Context: an optimization exercise on an open-source flow, tuned for small area. The choices shown serve that exercise and are no tape-out recipe.
At most, simulation tests tie the RTL to the original design; equivalence was not proved.
Power and IR drop assume default switching activity.

==> run A <==
==> flow/design.v <==
module ir_pulse_encoder (
    input  wire        clk,
    input  wire        rst,           
    input  wire        cmd_valid,
    output wire        cmd_ready,
    input  wire [31:0] cmd_data,
    output wire        rsp_valid,
    output wire [2:0]  rsp_code,
    output wire        pay_req,
    output wire [15:0] pay_addr,
    input  wire        pay_ack,
    input  wire [7:0]  pay_data,
    output wire        drv_valid,
    output wire [31:0] drv_q0,
    output wire [31:0] drv_q1,
    output wire [31:0] drv_q2,
    input  wire        drv_done,
    input  wire        drv_fault
);
    localparam [4:0] S_W0    = 5'd8,
                     S_CHECK = 5'd9,
                     S_PRD   = 5'd10,
                     S_PACK  = 5'd11,
                     S_END   = 5'd12,
                     S_FLT   = 5'd13,
                     S_RING  = 5'd16,
                     S_DRV   = 5'd24;
    localparam [2:0] N_HM = 3'd0, N_FREQ = 3'd1, N_BM = 3'd2, N_W1 = 3'd3,
                     N_HS = 3'd4, N_OS = 3'd5, N_ZS = 3'd6, N_GAP = 3'd7;
    reg [4:0]  s;
    reg [2:0]  c;                
    reg        illegal;
    reg        order;
    reg [7:0]  duty;
    reg [31:0] r0, r1, r2, r3, r4, r5, r6, r7;
    reg [15:0] addr;             
    reg [2:0]  bcnt;             
    wire       pos_clr;          
    wire       pos_inc;          
    wire [2:0] idx      = s[2:0];
    wire       in_load  = (s[4:3] == 2'b00);
    wire       in_ring  = (s[4:3] == 2'b10);
    wire       in_drv   = (s[4:3] == 2'b11);
    wire       at_slot  = (c == idx);
    wire       at_w1    = (c == N_BM);           
    wire       bytes_done = (addr == r6[15:0]);
    wire       last_iter  = (r6[31:16] == 16'd0);
    assign cmd_ready = (s == S_W0) || (in_load && at_slot);
    wire take = cmd_valid && cmd_ready;
    wire at_freq  = (c == N_FREQ);              
    wire bad_freq = (r7 == 32'd0);
    wire bad_duty = (duty > 8'd100);
    wire refuse   = illegal | bad_freq | bad_duty;
    assign rsp_valid = ((s == S_CHECK) && at_freq && refuse) ||
                       ((s == S_END) && at_w1 && last_iter) || (s == S_FLT);
    assign rsp_code  = (s == S_CHECK) ? (illegal  ? 3'd5 :
                                         bad_freq ? 3'd1 : 3'd2) :
                       (s == S_FLT)   ? 3'd4 : 3'd0;
    assign pay_req  = (s == S_PRD);
    assign pay_addr = addr;
    wire is_hm   = (idx == N_HM);
    wire is_bm   = (idx == N_BM);
    wire is_mark = ~idx[0] & ~idx[2];            
    assign drv_valid = in_ring && at_slot && !(is_bm && bytes_done);
    assign drv_q0    = {is_mark, 23'd0, duty & {8{is_mark}}};
    assign drv_q1    = r7;
    assign drv_q2    = (r6 & {32{is_hm}}) | (r0 & {32{is_bm}});
    wire [2:0] bpos    = order ? bcnt : ~bcnt;
    wire       pay_bit = pay_data[bpos];
    wire next_iter = (s == S_END) && at_w1 && !last_iter;
    assign pos_clr = ((s == S_CHECK) && at_freq) || ((s == S_END) && at_w1);
    assign pos_inc = in_drv && drv_done && !drv_fault && (idx == N_OS || idx == N_ZS);
    always @(posedge clk) begin
        {addr, bcnt} <= pos_clr ? 19'd0 : {addr, bcnt} + {18'd0, pos_inc};
    end
    always @(posedge clk) begin
        r0 <= (in_load && at_slot && cmd_valid) ? cmd_data : r7;
        r1 <= r0;
        r2 <= r1;
        r3 <= r2;
        r4 <= r3;
        r5 <= r4;
        r6 <= r5;
        r7 <= {r6[31:16] - {15'd0, next_iter}, r6[15:0]};
    end
    always @(posedge clk) begin
        if (rst) begin
            s <= S_W0;
            c <= 3'd0;
        end else begin
            c <= c + 3'd1;
            case (s)
            S_W0: if (cmd_valid) begin
                illegal <= (cmd_data[31:24] != 8'h01) || (cmd_data[23:9] != 15'd0);
                order   <= cmd_data[8];
                duty    <= cmd_data[7:0];
                s       <= {2'b00, N_W1};
            end
            S_CHECK: if (at_freq) s <= refuse ? S_W0 : S_RING + N_HM;
            S_PRD: s <= S_PACK;
            S_PACK: if (pay_ack) s <= pay_bit ? S_RING + N_OS : S_RING + N_ZS;
            S_END: if (at_w1) s <= last_iter ? S_W0 : S_RING + N_HM;
            S_FLT: s <= S_W0;
            default: begin
                if (in_load) begin
                    if (take) begin
                        case (idx)
                        N_W1:  s <= {2'b00, N_FREQ};
                        N_FREQ: s <= {2'b00, N_HM};
                        N_HM:  s <= {2'b00, N_HS};
                        N_HS:  s <= {2'b00, N_BM};
                        N_BM:  s <= {2'b00, N_OS};
                        N_OS:  s <= {2'b00, N_ZS};
                        N_ZS:  s <= {2'b00, N_GAP};
                        default: s <= S_CHECK;
                        endcase
                    end
                end else if (in_ring) begin
                    if (at_slot) s <= (is_bm && bytes_done) ? S_RING + N_GAP
                                                            : S_DRV + {2'b00, idx};
                end else if (in_drv) begin
                    if (drv_done) begin
                        if (drv_fault) s <= S_FLT;
                        else case (idx)
                        N_HM:  s <= S_RING + N_HS;
                        N_HS:  s <= S_RING + N_BM;
                        N_BM:  s <= S_PRD;
                        N_GAP: s <= S_END;
                        default: s <= S_RING + N_BM;   
                        endcase
                    end
                end else begin
                    s <= S_W0;
                end
            end
            endcase
        end
    end
endmodule
==> flow/flow/run.sh <==
#!/bin/bash
# Own layout flow: the standard ORFS flow (standard.sh: unchanged
# synthesis, floorplan, power grid, placement and routing) with these knobs:
#  - the port buffers are the smallest buffer, sky130_fd_sc_hd__buf_1;
#  - constant outputs share one tie cell (no tie fanout repair);
#  - the clock tree uses one clock buffer type on clusters of flip-flops and
#    no dummy loads.
# The make output goes to standard_flow.log; each ORFS step keeps its own
# log under orfs/logs/.
set -euo pipefail
CTS="-sink_clustering_enable -repair_clock_nets -dont_use_dummy_load"
CTS="$CTS -buf_list sky130_fd_sc_hd__clkbuf_4"
CTS="$CTS -sink_clustering_size 10 -sink_clustering_max_diameter 35"
bash standard.sh "BUFFER_PORTS_ARGS=-buffer_cell sky130_fd_sc_hd__buf_1" \
    "SKIP_REPAIR_TIE_FANOUT=1" \
    "CTS_ARGS=$CTS" finish > standard_flow.log 2>&1
==> flow/standard.sh <==
#!/bin/bash
# synth_recipe.tcl (not shown) runs the flow's synth.tcl, then flattens the netlist and writes it again
# the make line also repeats each setting of config.mk as NAME=value (left out here)
make -C /OpenROAD-flow-scripts/flow DESIGN_CONFIG=/design/flow/config.mk WORK_HOME=/design/flow/orfs CLKGATE_MAP_FILE= SYNTH_SCRIPT=/design/flow/synth_recipe.tcl "${@:-finish}"
==> flow/config.mk <==
export PLATFORM = sky130hd
export DESIGN_NAME = ir_pulse_encoder
export DESIGN_NICKNAME = ir_pulse_encoder
export VERILOG_FILES = /design/flow/design.v
export SDC_FILE = /design/flow/constraint.sdc
export NUM_CORES = 4
export LEC_CHECK = 0
export CAP_MARGIN = 20
export CORE_MARGIN = 2
export CORE_UTILIZATION = 65
export PLACE_DENSITY = 0.75
export SLEW_MARGIN = 20
==> flow/constraint.sdc <==
create_clock -name core_clock -period 5.0 [get_ports {clk}]
set_input_delay 1.0000 -clock core_clock [delete_from_list [all_inputs] [get_ports {clk}]]
set_output_delay 1.0000 -clock core_clock [all_outputs]
set_load 0.01 [all_outputs]
==> run G: changes against run A <==
--- a/flow/design.v
+++ b/flow/design.v
@@ -30,6 +30,7 @@
     reg [4:0]  s;
     reg [2:0]  c;                
     reg        illegal;
+    reg        freq_zero;
     reg        order;
     reg [7:0]  duty;
     reg [31:0] r0, r1, r2, r3, r4, r5, r6, r7;
@@ -47,11 +48,10 @@
     wire       last_iter  = (r6[31:16] == 16'd0);
     assign cmd_ready = (s == S_W0) || (in_load && at_slot);
     wire take = cmd_valid && cmd_ready;
-    wire at_freq  = (c == N_FREQ);              
-    wire bad_freq = (r7 == 32'd0);
+    wire bad_freq = freq_zero;
     wire bad_duty = (duty > 8'd100);
     wire refuse   = illegal | bad_freq | bad_duty;
-    assign rsp_valid = ((s == S_CHECK) && at_freq && refuse) ||
+    assign rsp_valid = ((s == S_CHECK) && refuse) ||
                        ((s == S_END) && at_w1 && last_iter) || (s == S_FLT);
     assign rsp_code  = (s == S_CHECK) ? (illegal  ? 3'd5 :
                                          bad_freq ? 3'd1 : 3'd2) :
@@ -68,7 +68,7 @@
     wire [2:0] bpos    = order ? bcnt : ~bcnt;
     wire       pay_bit = pay_data[bpos];
     wire next_iter = (s == S_END) && at_w1 && !last_iter;
-    assign pos_clr = ((s == S_CHECK) && at_freq) || ((s == S_END) && at_w1);
+    assign pos_clr = (s == S_CHECK) || ((s == S_END) && at_w1);
     assign pos_inc = in_drv && drv_done && !drv_fault && (idx == N_OS || idx == N_ZS);
     always @(posedge clk) begin
         {addr, bcnt} <= pos_clr ? 19'd0 : {addr, bcnt} + {18'd0, pos_inc};
@@ -96,7 +96,7 @@
                 duty    <= cmd_data[7:0];
                 s       <= {2'b00, N_W1};
             end
-            S_CHECK: if (at_freq) s <= refuse ? S_W0 : S_RING + N_HM;
+            S_CHECK: s <= refuse ? S_W0 : S_RING + N_HM;
             S_PRD: s <= S_PACK;
             S_PACK: if (pay_ack) s <= pay_bit ? S_RING + N_OS : S_RING + N_ZS;
             S_END: if (at_w1) s <= last_iter ? S_W0 : S_RING + N_HM;
@@ -106,7 +106,10 @@
                     if (take) begin
                         case (idx)
                         N_W1:  s <= {2'b00, N_FREQ};
-                        N_FREQ: s <= {2'b00, N_HM};
+                        N_FREQ: begin
+                            freq_zero <= (cmd_data == 32'd0);
+                            s <= {2'b00, N_HM};
+                        end
                         N_HM:  s <= {2'b00, N_HS};
                         N_HS:  s <= {2'b00, N_BM};
                         N_BM:  s <= {2'b00, N_OS};
==> flow/flow/run.sh (replaced) <==
#!/bin/bash
# Own layout flow: the standard ORFS flow (standard.sh: unchanged
# synthesis, floorplan, power grid, placement and routing) with these knobs:
#  - the port buffers are the smallest buffer, sky130_fd_sc_hd__buf_1;
#  - constant outputs share one tie cell (no tie fanout repair);
#  - the clock tree uses one clock buffer type on clusters of flip-flops and
#    no dummy loads;
# The make output goes to standard_flow.log; each ORFS step keeps its own
# log under orfs/logs/.
set -euo pipefail
CTS="-sink_clustering_enable -repair_clock_nets -dont_use_dummy_load"
CTS="$CTS -buf_list sky130_fd_sc_hd__clkbuf_16"
CTS="$CTS -sink_clustering_size 30 -sink_clustering_max_diameter 60"
bash standard.sh "BUFFER_PORTS_ARGS=-buffer_cell sky130_fd_sc_hd__buf_1" \
    "SKIP_REPAIR_TIE_FANOUT=1" \
    "CTS_ARGS=$CTS" finish > standard_flow.log 2>&1
--- a/flow/config.mk
+++ b/flow/config.mk
@@ -7,6 +7,6 @@
 export LEC_CHECK = 0
 export CAP_MARGIN = 20
 export CORE_MARGIN = 2
-export CORE_UTILIZATION = 65
-export PLACE_DENSITY = 0.75
+export CORE_UTILIZATION = 40
+export PLACE_DENSITY = 0.6
 export SLEW_MARGIN = 20
==> run notes <==
Summed area of non-filler cells in the final layout: run G 10060 um2; run A 9714 um2
Post-Route Utilization: run G 0.4581; run A 0.7278
Sw Ratio: run G 0.3040; run A 0.3213
Clk network pwr share: run G 0.215; run A 0.177
Internal power of the cells: run G 0.004321 W; run A 0.004034 W
Cell depth of the worst setup path: run G 8; run A 6
Full die area: run G 23710 um2; run A 14700 um2
Layout sequential cell count: run G 294; run A 293
Met3 Use GR: run G 0.03805; run A 0.07049
Non-clock buffers: run G 147; run A 143
Basic-gate share of the synthesized area counting and, or, nand and nor cells: run G 0.1139; run A 0.1056
Global Route met1 Usage: run G 0.2105; run A 0.3639
WL/cell: run G 16.27 um; run A 18.00 um
Multi-input combinational area share: run G 0.2625; run A 0.2705
Yosys cell types: run G 61; run A 54
Die span in y: run G 154.0 um; run A 121.3 um
Crit path to: run G drv_valid; run A rsp_valid
Outcome: run G complete, no violations; run A complete, no violations
Startpoint of the tightest hold check path: run G r5[10]$_DFF_P_; run A r5[13]$_DFF_P_
Peak ir drop on the vdd network: run G 351.1 uV; run A 343.7 uV
Clock buffers and inverters, area share: run G 0.04478; run A 0.03091
Slew at the pin closest to its max-slew limit: run G 1058 ps; run A 1076 ps
Only the layout flow was run in run G; the RTL was not checked for function there.


==> run F <==
// ir_pulse_encoder: RTL as listed in full above, without the edits since
export LEC_CHECK = 0
export CAP_MARGIN = 20
export CORE_MARGIN = 2
export CORE_UTILIZATION = 40
export PLACE_DENSITY = 0.6
export SLEW_MARGIN = 20
create_clock -name core_clock -period 5.0 [get_ports {clk}]
standard.sh (not shown) runs the stock make flow with config.mk's settings and CLKGATE_MAP_FILE= SYNTH_SCRIPT=/design/flow/synth_recipe.tcl, a recipe that flattens the netlist after the stock synthesis.
==> flow/flow/run.sh <==
#!/bin/bash
# Own layout flow: the standard ORFS flow (standard.sh: unchanged
# synthesis, floorplan, power grid, placement and routing) with these knobs:
#  - the port buffers are the smallest buffer, sky130_fd_sc_hd__buf_1;
#  - constant outputs share one tie cell (no tie fanout repair);
#  - the clock tree uses one clock buffer type on clusters of flip-flops and
#    no dummy loads;
# The make output goes to standard_flow.log; each ORFS step keeps its own
# log under orfs/logs/.
set -euo pipefail
CTS="-sink_clustering_enable -repair_clock_nets -dont_use_dummy_load"
CTS="$CTS -buf_list sky130_fd_sc_hd__clkbuf_4"
CTS="$CTS -sink_clustering_size 10 -sink_clustering_max_diameter 35"
bash standard.sh "BUFFER_PORTS_ARGS=-buffer_cell sky130_fd_sc_hd__buf_1" \
    "SKIP_REPAIR_TIE_FANOUT=1" \
    "CTS_ARGS=$CTS" finish > standard_flow.log 2>&1
==> inputs of run M, as changes to run F <==
--- a/flow/design.v
+++ b/flow/design.v
@@ -43,12 +43,12 @@
     wire       in_drv   = (s[4:3] == 2'b11);
     wire       at_slot  = (c == idx);
     wire       at_w1    = (c == N_BM);           
-    wire       bytes_done = (addr == r6[15:0]);
-    wire       last_iter  = (r6[31:16] == 16'd0);
+    wire       bytes_done = (addr == ~r6[15:0]);
+    wire       last_iter  = (r6[31:16] == 16'hFFFF);
     assign cmd_ready = (s == S_W0) || (in_load && at_slot);
     wire take = cmd_valid && cmd_ready;
-    wire at_freq  = (c == N_FREQ);              
-    wire bad_freq = (r7 == 32'd0);
+    wire at_freq  = at_w1;                       
+    wire bad_freq = (r0 == 32'hFFFFFFFF);
     wire bad_duty = (duty > 8'd100);
     wire refuse   = illegal | bad_freq | bad_duty;
     assign rsp_valid = ((s == S_CHECK) && at_freq && refuse) ||
@@ -63,8 +63,8 @@
     wire is_mark = ~idx[0] & ~idx[2];            
     assign drv_valid = in_ring && at_slot && !(is_bm && bytes_done);
     assign drv_q0    = {is_mark, 23'd0, duty & {8{is_mark}}};
-    assign drv_q1    = r7;
-    assign drv_q2    = (r6 & {32{is_hm}}) | (r0 & {32{is_bm}});
+    assign drv_q1    = ~r7;
+    assign drv_q2    = (~r6 & {32{is_hm}}) | (~r0 & {32{is_bm}});
     wire [2:0] bpos    = order ? bcnt : ~bcnt;
     wire       pay_bit = pay_data[bpos];
     wire next_iter = (s == S_END) && at_w1 && !last_iter;
@@ -74,14 +74,14 @@
         {addr, bcnt} <= pos_clr ? 19'd0 : {addr, bcnt} + {18'd0, pos_inc};
     end
     always @(posedge clk) begin
-        r0 <= (in_load && at_slot && cmd_valid) ? cmd_data : r7;
+        r0 <= (in_load && at_slot && cmd_valid) ? ~cmd_data : r7;
         r1 <= r0;
         r2 <= r1;
         r3 <= r2;
         r4 <= r3;
         r5 <= r4;
         r6 <= r5;
-        r7 <= {r6[31:16] - {15'd0, next_iter}, r6[15:0]};
+        r7 <= {r6[31:16] + {15'd0, next_iter}, r6[15:0]};
     end
     always @(posedge clk) begin
         if (rst) begin
==> flow/flow/run.sh (replaced) <==
#!/bin/bash
# Own layout flow: the standard ORFS flow (standard.sh, with the standard flow's
# synthesis script synth_recipe.tcl, floorplan, power grid, placement and
# routing) with these knobs:
#  - ABC maps the logic with an area-oriented script (flow/abc_map.script:
#    &nf with a relaxed delay target) instead of ORFS's delay-oriented
#    abc_speed.script. ORFS picks the script from $SCRIPTS_DIR, so the flow
#    runs on a copy of ORFS's scripts folder in which only abc_speed.script
#    is replaced. Registers are mapped before ABC runs and are untouched.
#    A register Yosys leaves unnamed gets a numbered name that depends on the
#    cell count, so the flow first runs the standard synthesis unchanged and
#    gives each register its name from there (flow/match_names.py);
#  - the port buffers are the smallest buffer, sky130_fd_sc_hd__buf_1;
#  - constant outputs share one tie cell (no tie fanout repair);
set -euo pipefail
here=$(pwd)
results="$here/orfs/results/$FLOW_PLATFORM/ir_pulse_encoder/base"

# reference: the standard synthesis, for the register names
bash standard.sh synth > standard_synth.log 2>&1
cp "$results/1_2_yosys.v" "$here/reference_yosys.v"
rm -rf "$here/orfs"

rm -rf "$here/orfs_scripts"
cp -r --preserve=mode "$FLOW_HOME/scripts" "$here/orfs_scripts"
cp "$here/flow/abc_map.script" "$here/orfs_scripts/abc_speed.script"
CTS="-sink_clustering_enable -repair_clock_nets -dont_use_dummy_load"
CTS="$CTS -buf_list sky130_fd_sc_hd__clkbuf_4"
CTS="$CTS -sink_clustering_size 11 -sink_clustering_max_diameter 40"
knobs=("SCRIPTS_DIR=$here/orfs_scripts"
       "BUFFER_PORTS_ARGS=-buffer_cell sky130_fd_sc_hd__buf_1"
       "SKIP_REPAIR_TIE_FANOUT=1"
       "CTS_ARGS=$CTS")

bash standard.sh "${knobs[@]}" "$results/1_2_yosys.v" > standard_flow_synth.log 2>&1
python3 "$here/flow/match_names.py" "$here/reference_yosys.v" "$results/1_2_yosys.v" > match_names.log 2>&1
bash standard.sh "${knobs[@]}" finish > standard_flow.log 2>&1
==> flow/flow/abc_map.script (new file) <==
&get -n
&st
&dch
&nf -R 1000 -C 32 -F 8
&st
&dch
&nf -R 1000 -p -C 32 -F 8
&put
==> flow/flow/match_names.py (new file) <==
#!/usr/bin/env python3
"""Give the registers of a Yosys netlist the instance names that the standard
synthesis gave them.

usage: match_names.py REFERENCE.v NETLIST.v

Both netlists come from the same RTL through the same Yosys script, except for
the ABC script that maps the logic. A register that Yosys leaves without a
name of its own gets an auto-generated name (_123_) whose number depends on how
many cells ABC made, so it can differ between the two. Each register of
NETLIST.v is matched to the register of REFERENCE.v that drives the same Q net
and, where the names differ, takes the reference name; a logic cell that
already holds that name is renamed out of the way. NETLIST.v is rewritten in
place.
"""
import re
import sys

CELL = re.compile(r'^(\s*)(sky130_fd_sc_hd__\w+)\s+(\\\S+\s|\S+)\s*\(', re.M)


def cells(text):
    """(type, name, start, end-of-name, Q net or None) for each cell."""
    out = []
    for m in CELL.finditer(text):
        end = text.index(');', m.end())
        q = re.search(r'\.Q\(([^()]*)\)', text[m.end():end])
        qnet = q.group(1).strip() if q else None
        out.append((m.group(2), m.group(3).strip(), m.start(3), m.end(3), qnet))
    return out


def is_reg(cell_type):
    return '__df' in cell_type or '__edf' in cell_type


def main():
    ref_text = open(sys.argv[1]).read()
    text = open(sys.argv[2]).read()
    ref = {q: name for t, name, _, _, q in cells(ref_text) if is_reg(t) and q}
    mine = cells(text)
    used = {name for _, name, _, _, _ in mine}
    renames = {}
    for t, name, _, _, q in mine:
        if is_reg(t) and q in ref and ref[q] != name:
            renames[name] = ref[q]
    if not renames:
        print('match_names: all register names already match')
        return
    targets = set(renames.values())
    # move any other cell holding a target name out of the way
    for t, name, _, _, _ in mine:
        if name in targets and name not in renames:
            new = name.rstrip('_') + '_m_'
            while new in used or new in targets:
                new = new.rstrip('_') + 'm_'
            renames[name] = new
            used.add(new)
    pieces, pos = [], 0
    for t, name, s, e, _ in mine:
        if name in renames:
            pieces.append(text[pos:s])
            new = renames[name]
            pieces.append(new + (' ' if new.startswith('\\') else ''))
            pos = e
    pieces.append(text[pos:])
    open(sys.argv[2], 'w').write(''.join(pieces))
    for old, new in sorted(renames.items()):
        print('match_names: %s -> %s' % (old, new))


if __name__ == '__main__':
    main()
CORE_UTILIZATION = 65   (was 40)
PLACE_DENSITY = 0.75   (was 0.6)
==> results_dict.tcl <==
set metrics [dict create \
    wl_met2_um 8140 \
    finalNonFillerCells 1028 \
    grt_use_total_pct 25.0 \
    finalPower_mw 5.82 \
    status "finished clean" \
    syn2layout_area_growth_pct 10.4 \
    p_switching_mw 1.88 \
    start_util_pct 66.2 \
    cp_slowest_cell "dfxtp_1" \
    regArea_mm2 0.00597 \
    drt-total-wl_um 17200 \
    cp_num_buf_inv 1 \
    power_frac_comb_pct 21.3 \
]
The numbers above come from run M.

==> results_dict.tcl <==
set metrics [dict create \
    status "finished clean" \
    setup_slack_ns 1.16 \
    period_share_pct 76.8 \
    syn2layout_area_growth_pct 10.6 \
    cp_slowest_cell "or2_2" \
    p_switching_mw 1.88 \
    cp_num_buf_inv 2 \
    wl_met2_um 8350 \
    finalNonFillerCells 1147 \
    worstRegToRegCells 10 \
    power_frac_comb_pct 22.1 \
    finalPower_mw 5.93 \
    start_util_pct 40.8 \
    grt_use_total_pct 16.1 \
    io_buffers 141 \
]
The numbers above come from run F.

-- separate check: timing with driven ports --
The flow's constraints put no driver on any port. The routed layouts listed below were extracted and timed again, unchanged, in two steps. Step 1 sets driving cells, clkbuf_16 on the clock port and buf_2 on the other inputs (assumed; they add their load-dependent delay and slew). Step 2 also shifts input and output timing later by t, the mid clock arrival at the registers, as if the neighbouring blocks saw the same clock. a / b / c = ideal ports / drivers / drivers and shift; a / b = the first two.
run | t, ns | setup slack, ns | worst slew at a driven data input, ns
run A | 0.635 | 1.311 / 1.274 / 1.757 | 0.04
run G | 0.526 | 0.943 / 0.897 / 1.422 | 0.04
run F | 0.637 | 1.160 / 1.121 / 1.759 | 0.04
run M | 0.607 | 1.228 / 1.192 / 1.458 | 0.04
After both steps every run listed still meets setup and hold.
